This is an optimization exercise on Yosys and OpenROAD, whose aim is a short achievable clock period and few clock cycles, not a production implementation.
In this exercise RTL edits were held to simulation tests only and were not proved equivalent to the original.
Power and IR drop assume default switching activity.

[design/flow/config.mk]
export PLATFORM = sky130hd
export DESIGN_NAME = lsxgt_response_parser
export DESIGN_NICKNAME = lsxgt_response_parser
export VERILOG_FILES = /design/flow/design.v
export SDC_FILE = /design/flow/constraint.sdc
export NUM_CORES = 4
export LEC_CHECK = 0
export CAP_MARGIN = 20
export CORE_MARGIN = 2
export CORE_UTILIZATION = 40
export SLEW_MARGIN = 20
[design/flow/constraint.sdc]
create_clock -name core_clock -period 10.0 [get_ports {clk}]
set_input_delay 2.0000 -clock core_clock [delete_from_list [all_inputs] [get_ports {clk}]]
set_output_delay 2.0000 -clock core_clock [all_outputs]
set_load 0.01 [all_outputs]
[design/flow/design.v]
module lsxgt_response_parser (
    input  wire        clk,
    input  wire        rst,           
    input  wire [7:0]  count,         
    input  wire        in_valid,
    output wire        in_ready,
    input  wire [7:0]  in_data,       
    input  wire        in_last,       
    output wire        out_valid,
    input  wire        out_ready,
    output wire [63:0] out_value,     
    output wire        out_end,       
    output wire        out_err,       
    output wire [7:0]  out_err_i,     
    output wire [7:0]  out_err_j,     
    output wire [16:0] out_err_idx    
);
    reg        rdy;
    reg        s_valid;
    reg        s_last;
    reg [7:0]  s_data;
    reg [7:0]  s_count;
    reg [1023:0] rx;        
    reg [7:0]  rx_len;      
    reg [7:0]  rx_num;      
    reg [1023:0] pb;        
    reg        busy;        
    wire consume = s_valid & (~s_last | ~busy);
    wire snap    = s_valid & s_last & ~busy;
    localparam [2:0] E_LOAD = 3'd0,
                     E_MUL  = 3'd1,
                     E_CHK1 = 3'd2,
                     E_CHK2 = 3'd3,
                     E_EMIT = 3'd4,
                     E_END  = 3'd5;
    reg [2:0]  est;
    reg [7:0]  eL, eN, eC;
    reg [8:0]  step;        
    reg [15:0] mcand;
    reg [7:0]  mplier;
    reg [15:0] prod;        
    reg [15:0] pn;          
    reg [16:0] t;           
    reg [7:0]  d;
    reg [7:0]  vi;          
    reg [7:0]  mask;
    reg        e_err;
    reg [7:0]  e_j;
    reg [16:0] e_idx;
    reg [2:0]  cred;        
    wire issue    = busy & ((est == E_EMIT) | (est == E_END)) & (cred != 3'd0);
    wire eng_done = issue & (est == E_END);
    wire busy_nx  = snap | (busy & ~eng_done);
    reg         v1, e1;
    reg [3:0]   q1;
    reg [2:0]   r1;
    reg [7:0]   m1;
    reg [33:0]  p1;
    reg         v2, e2;
    reg [119:0] blk2;
    reg [2:0]   r2;
    reg [7:0]   m2;
    reg [33:0]  p2;
    wire [1079:0] ext = {pb, 56'd0};
    wire [119:0] blk_nx = ext[{q1, 6'd0} +: 120];
    reg [63:0] val2;
    integer k;
    always @(*) begin
        for (k = 0; k < 8; k = k + 1)
            val2[8*k +: 8] = m2[k] ? blk2[{{1'b0, r2} + 4'd7 - k[3:0], 3'd0} +: 8] : 8'd0;
    end
    reg [64:0] fq [0:3];
    reg [1:0]  fw, fr;
    reg [2:0]  fcnt;
    reg        o_valid;
    reg [63:0] o_value;
    reg        o_end, o_err;
    reg [7:0]  o_i, o_j;
    reg [16:0] o_idx;
    wire pop = (fcnt != 3'd0) & (~o_valid | out_ready);
    wire [64:0] fh = fq[fr];
    always @(posedge clk) begin
        if (rdy) begin
            s_data  <= in_data;
            s_last  <= in_last;
            s_count <= count;
        end
        if (consume)
            rx <= {rx[1015:0], s_data};
        if (snap)
            pb <= {rx[1015:0], s_data};
        if (consume & (rx_len == 8'd30))
            rx_num <= s_data;
        if (snap) begin
            eL <= rx_len + 8'd1;
            eN <= (rx_len == 8'd30) ? s_data : rx_num;
            eC <= s_count;
        end
        if (rst) begin
            rdy     <= 1'b1;
            s_valid <= 1'b0;
            rx_len  <= 8'd0;
            busy    <= 1'b0;
        end else begin
            s_valid <= (in_valid & rdy) | (s_valid & ~consume);
            rdy     <= ~((((in_valid & rdy & in_last) | (s_valid & s_last & ~consume))) & busy_nx);
            if (snap)
                rx_len <= 8'd0;
            else if (consume)
                rx_len <= rx_len + 8'd1;
            busy <= busy_nx;
        end
    end
    always @(posedge clk) begin
        if (snap)
            est <= E_LOAD;
        else case (est)
            E_LOAD: begin
                step   <= {1'b0, eN} + 9'd2;
                mcand  <= {8'd0, eN} + 16'd2;
                mplier <= eC - 8'd1;
                prod   <= 16'd0;
                e_err  <= 1'b0;
                if (eL <= 8'd30 || eN == 8'd0)
                    est <= E_END;
                else
                    est <= E_MUL;
            end
            E_MUL: begin
                if (mplier[0])
                    prod <= prod + mcand;
                mcand  <= {mcand[14:0], 1'b0};
                mplier <= {1'b0, mplier[7:1]};
                if (mplier[7:1] == 7'd0)
                    est <= E_CHK1;
            end
            E_CHK1: begin
                pn  <= prod + {8'd0, eN};
                t   <= {9'd0, eL} - {1'b0, prod};
                est <= E_CHK2;
            end
            E_CHK2: begin
                d    <= pn[7:0] - 8'd1;
                vi   <= eC;
                for (k = 0; k < 8; k = k + 1)
                    mask[k] <= (eN > k);
                e_j   <= (t[16] ? 8'd0 : t[7:0]) + 8'd1;
                e_idx <= (t[16] ? t : 17'd0) - 17'd1;
                if ({8'd0, eL} < pn) begin
                    e_err <= 1'b1;
                    est   <= E_END;
                end else
                    est <= E_EMIT;
            end
            E_EMIT: if (issue) begin
                d  <= d - step[7:0];
                vi <= vi - 8'd1;
                if (vi == 8'd1)
                    est <= E_END;
            end
            default: ;
        endcase
    end
    always @(posedge clk) begin
        q1 <= d[6:3];
        r1 <= d[2:0];
        m1 <= mask;
        e1 <= (est == E_END);
        p1 <= {e_err, eC, e_j, e_idx};
        blk2 <= blk_nx;
        r2   <= r1;
        m2   <= m1;
        e2   <= e1;
        p2   <= p1;
        if (v2)
            fq[fw] <= e2 ? {1'b1, 30'd0, p2} : {1'b0, val2};
        if (pop) begin
            o_value <= fh[63:0];
            o_end   <= fh[64];
            o_err   <= fh[33];
            o_i     <= fh[32:25];
            o_j     <= fh[24:17];
            o_idx   <= fh[16:0];
        end
        if (rst) begin
            v1 <= 1'b0;
            v2 <= 1'b0;
            fw <= 2'd0;
            fr <= 2'd0;
            fcnt <= 3'd0;
            cred <= 3'd4;
            o_valid <= 1'b0;
        end else begin
            v1 <= issue;
            v2 <= v1;
            if (v2)
                fw <= fw + 2'd1;
            if (pop)
                fr <= fr + 2'd1;
            fcnt <= fcnt + {2'd0, v2} - {2'd0, pop};
            cred <= cred - {2'd0, issue} + {2'd0, pop};
            o_valid <= pop | (o_valid & ~out_ready);
        end
    end
    assign in_ready    = rdy;
    assign out_valid   = o_valid;
    assign out_value   = o_value;
    assign out_end     = o_end;
    assign out_err     = o_err;
    assign out_err_i   = o_i;
    assign out_err_j   = o_j;
    assign out_err_idx = o_idx;
endmodule
[design/flow/run.sh]
#!/bin/bash
# synth_recipe.tcl (not shown) runs the flow's synth.tcl, then flattens the netlist and writes it again
# the make line also repeats each setting of config.mk as NAME=value (left out here)
make -C /OpenROAD-flow-scripts/flow DESIGN_CONFIG=/design/flow/config.mk WORK_HOME=/design/flow/orfs CLKGATE_MAP_FILE= SYNTH_SCRIPT=/design/flow/synth_recipe.tcl finish
==> notes.md <==
Nets@finish -> 5515
Core area -> 265000 um^2
Unrepaired setup endpoints after global routing -> no
CP required -> 10640 ps
FF+latch count, synth -> 2788
EDFF count, synth -> 2543
Hold Slack -> 325 ps
PD cells -> 225 nW/um^2
Initial DRC Count -> 5121
Clock Path Buffers -> 4
Syn nets -> 5313
Filler cell count -> 22000
Post-route ant nets -> 0
Via count -> 49500
Max Slew Vio Count -> 0
Crit start category -> flip-flop
Hold Crit Start -> p1[7]
Syn Inst Count -> 5217
Total CTS buffers -> 291
MaxCap Viol Count -> 0
Unique cell type count in the Yosys netlist -> 65
Hold/Removal Path Class -> flip-flop to flip-flop
Vias in the first global route -> 49700
Setup TNS -> 0 ps
Primary FF master, synth -> edfxtp_1
Placer Congestion -> 0.818
Setup Skew -> 50.9 ps
Final Total Pwr -> 27.3 mW
Leak Pwr -> 34.6 nW
Clk pin slew, worst setup/hold paths -> 60 ps
DR WL/cell -> 24.9 um
Crit. End Element -> flip-flop
Syn_area_per_cell -> 20.5 um^2
Synth top area cells -> edfxtp_1 (71%), mux4_2 (13%), dfxtp_1 (4.6%), mux2i_1 (1.6%), mux2_2 (1.2%)
Clock latency on the worst-skew pair -> 930 ps
Final hold vios -> 0
Worst setup startpoint -> r2[0]
Crit path kind -> flip-flop to flip-flop
Area leader, netlist -> edfxtp_1
Detailed Place HPWL -> 149000 um
CTS tree -> built
Antenna violations before repair -> 17
IO buf count -> 121
Outcome -> timing/DRC/antenna clean
Achievable Freq -> 0.197 GHz
DRC Markers -> 0
Vias per cell -> 5.40
Drt total wl -> 229000 um
Grt total ovfl -> 0
Final setup viols -> 0
Die width -> 521 um
Root buffer cell -> clkbuf_16
Largest net degree at the start of global routing -> 177
Ys async rst share -> 0
Post-CTS Setup Bufs -> 0
VDD IR max -> 0.127 mV
Initial Util -> 0.403
Layout cells sized above 1 -> 0.222
Hold Buf Count CTS -> 0
Syn-to-layout area delta -> 13.5%
Die ar. -> 271000 um^2
Cell row count -> 189
Die H -> 521 um
GRT Resource Usage Total -> 0.167
Tcrit/Tclk final -> 0.508
Boundary pin count -> 122
Synth top area share -> 0.715
Global-route wire length before repair -> 338000 um
Sinks on Clock Net -> 2788
DR pass1 iterations -> 5
Area of the mapped netlist -> 107000 um^2
Sequential fraction of the synthesis area -> 0.761
Data arrival, critical path -> 5730 ps
Crit-path max FO -> 62
Crit path time final -> 5080 ps
Worst-margin pin slew -> 1130 ps
Slew margin rel. -> 0.245
H-tree Lvls -> 5
Yosys warnings -> 1
CTS resizes -> 0
Final Core Density -> 0.457
Reg-to-Reg Start -> r2[0]
[logic make-up after synthesis]
family	after synthesis	share of synthesized area
and+or+nand+nor	554	0.0243
adders and majority gates	76	0.00930
DFF	2788	0.761
muxes	890	0.155
buffers and inverters	350	0.0145
AOI/OAI and AO/OA	462	0.0277
xor gates and xnor gates	97	0.00795
[worst paths after layout]
kind                                   to  slack (ps)  cells after the start
worst max-delay path            fq[0][63]        4920                     10
worst min-delay path                p2[7]         330                      0
worst max register to register  fq[0][63]        4920                     10
worst min register to register      p2[7]         330                      0
[through the flow]
| stage | std cells | instance area, um^2 | setup slack [ps] |
|---|---|---|---|
| finish | 9166 | 121000 | 4920 |
| global route | 9161 | 121000 | 4640 |
| CTS | 9158 | 121000 | 5020 |
| detailed placement | 8658 | 112000 | 5040 |
| global placement | 8657 | 112000 | 5040 |
| floorplan | 5217 | 107000 | -6250 |
[cell usage in the layout, fill, tap and decap left out, types with 101 or more instances in the layout]
master / synthesis / routed
a21oi_1: 181 / 180
clkbuf_16: 0 / 304
clkdlybuf4s50_1: 0 / 121
dfxtp_1: 245 / 234
edfxtp_1: 2543 / 2543
mux2_2: 112 / 112
mux2i_1: 175 / 175
mux4_2: 602 / 602
nand2_1: 102 / 101
nor2_1: 240 / 240
[cell usage after synthesis, types with 25 or more instances]
master,count
nand3_1,27
mux4_2,602
xnor2_1,59
a22o_1,64
buf_2,70
nor2b_1,45
and2_1,34
buf_1,44
dfxtp_1,245
mux2i_1,175
buf_4,38
clkbuf_1,135
xor2_1,38
a211oi_1,50
nand2b_1,25
inv_1,62
o21ai_0,70
a21oi_1,181
edfxtp_1,2543
nor2_1,240
nor3_1,28
nand2_1,102
ha_1,69
mux2_2,112
[sequential cells by signal, summed over array words and instances (netlist names), 16 cells and up, named ones only]
signal	cells
blk2	120
mcand	16
pn	16
rx	1016
p1	34
fq	260
e_idx	17
o_value	64
t	17
p2	34
prod	16
pb	1024
[power by group]
group	total, mW	internal, mW	switching (mW)
Sequential	13.8	13.5	0.388
Clock	10.5	6.25	4.28
Combinational	2.98	1.29	1.69
[layer usage]
layer  track usage  wire length [um]  vias to the layer above
li1              -                 -                    21600
met1         0.238            102000                    26300
met2         0.268            110000                     1336
met3        0.0253             10900                      320
met4        0.0463              5380                        0
met5             0                 0                        -
[critical path: stages, from the launching register on]
cell and delay [ps]:
dfxtp_4 780, clkinv_2 430, ha_4 950, inv_1 510, ha_1 400, xnor2_2 150, buf_4 240, nor2_1 410
buf_4 300, a211oi_1 60, a211oi_1 520
[cell type report]
class | instances | area (um^2) | share of cell area
Antenna cell | 7 | 17.5 | 0.000144
Multi-Input combinational cell | 2079 | 24100 | 0.199
Sequential cell | 2788 | 81300 | 0.670
Clock buffer | 379 | 8110 | 0.0669
Clock inverter | 121 | 1160 | 0.00960
Timing Repair Buffer | 196 | 1920 | 0.0158
Inverter | 63 | 241 | 0.00199
Tap cell | 3533 | 4420 | 0.0365
Testbench counts, summed over its fixed seeds: cycles 54,772.

-- port drivers added, routing unchanged --
Ports are ideal in the flow. The routed layout listed here was re-timed in OpenROAD.
Step 1 (the two cells are an assumption about what drives the block):
set clk [get_ports {clk}]
set_driving_cell -lib_cell sky130_fd_sc_hd__clkbuf_16 $clk
set_driving_cell -lib_cell sky130_fd_sc_hd__buf_2 [delete_from_list [all_inputs] $clk]
Step 2 also shifts input and output timing later by t, the mid clock arrival at the registers, as if the neighbouring blocks saw the same clock.
a / b / c = ideal / step 1 / step 2; a / b = the first two.
t (ns): 0.993
setup slack, ns: 4.916 / 4.916 / 4.916
worst hold slack (ns): 0.325 / 0.325 / 0.325
slew at the worst register clock pin (ns): 0.07 / 0.07
After both steps setup and hold are still met in this run. The setup slack of this run moves by 0.000 ns with the drivers and by 0.000 ns with both steps.
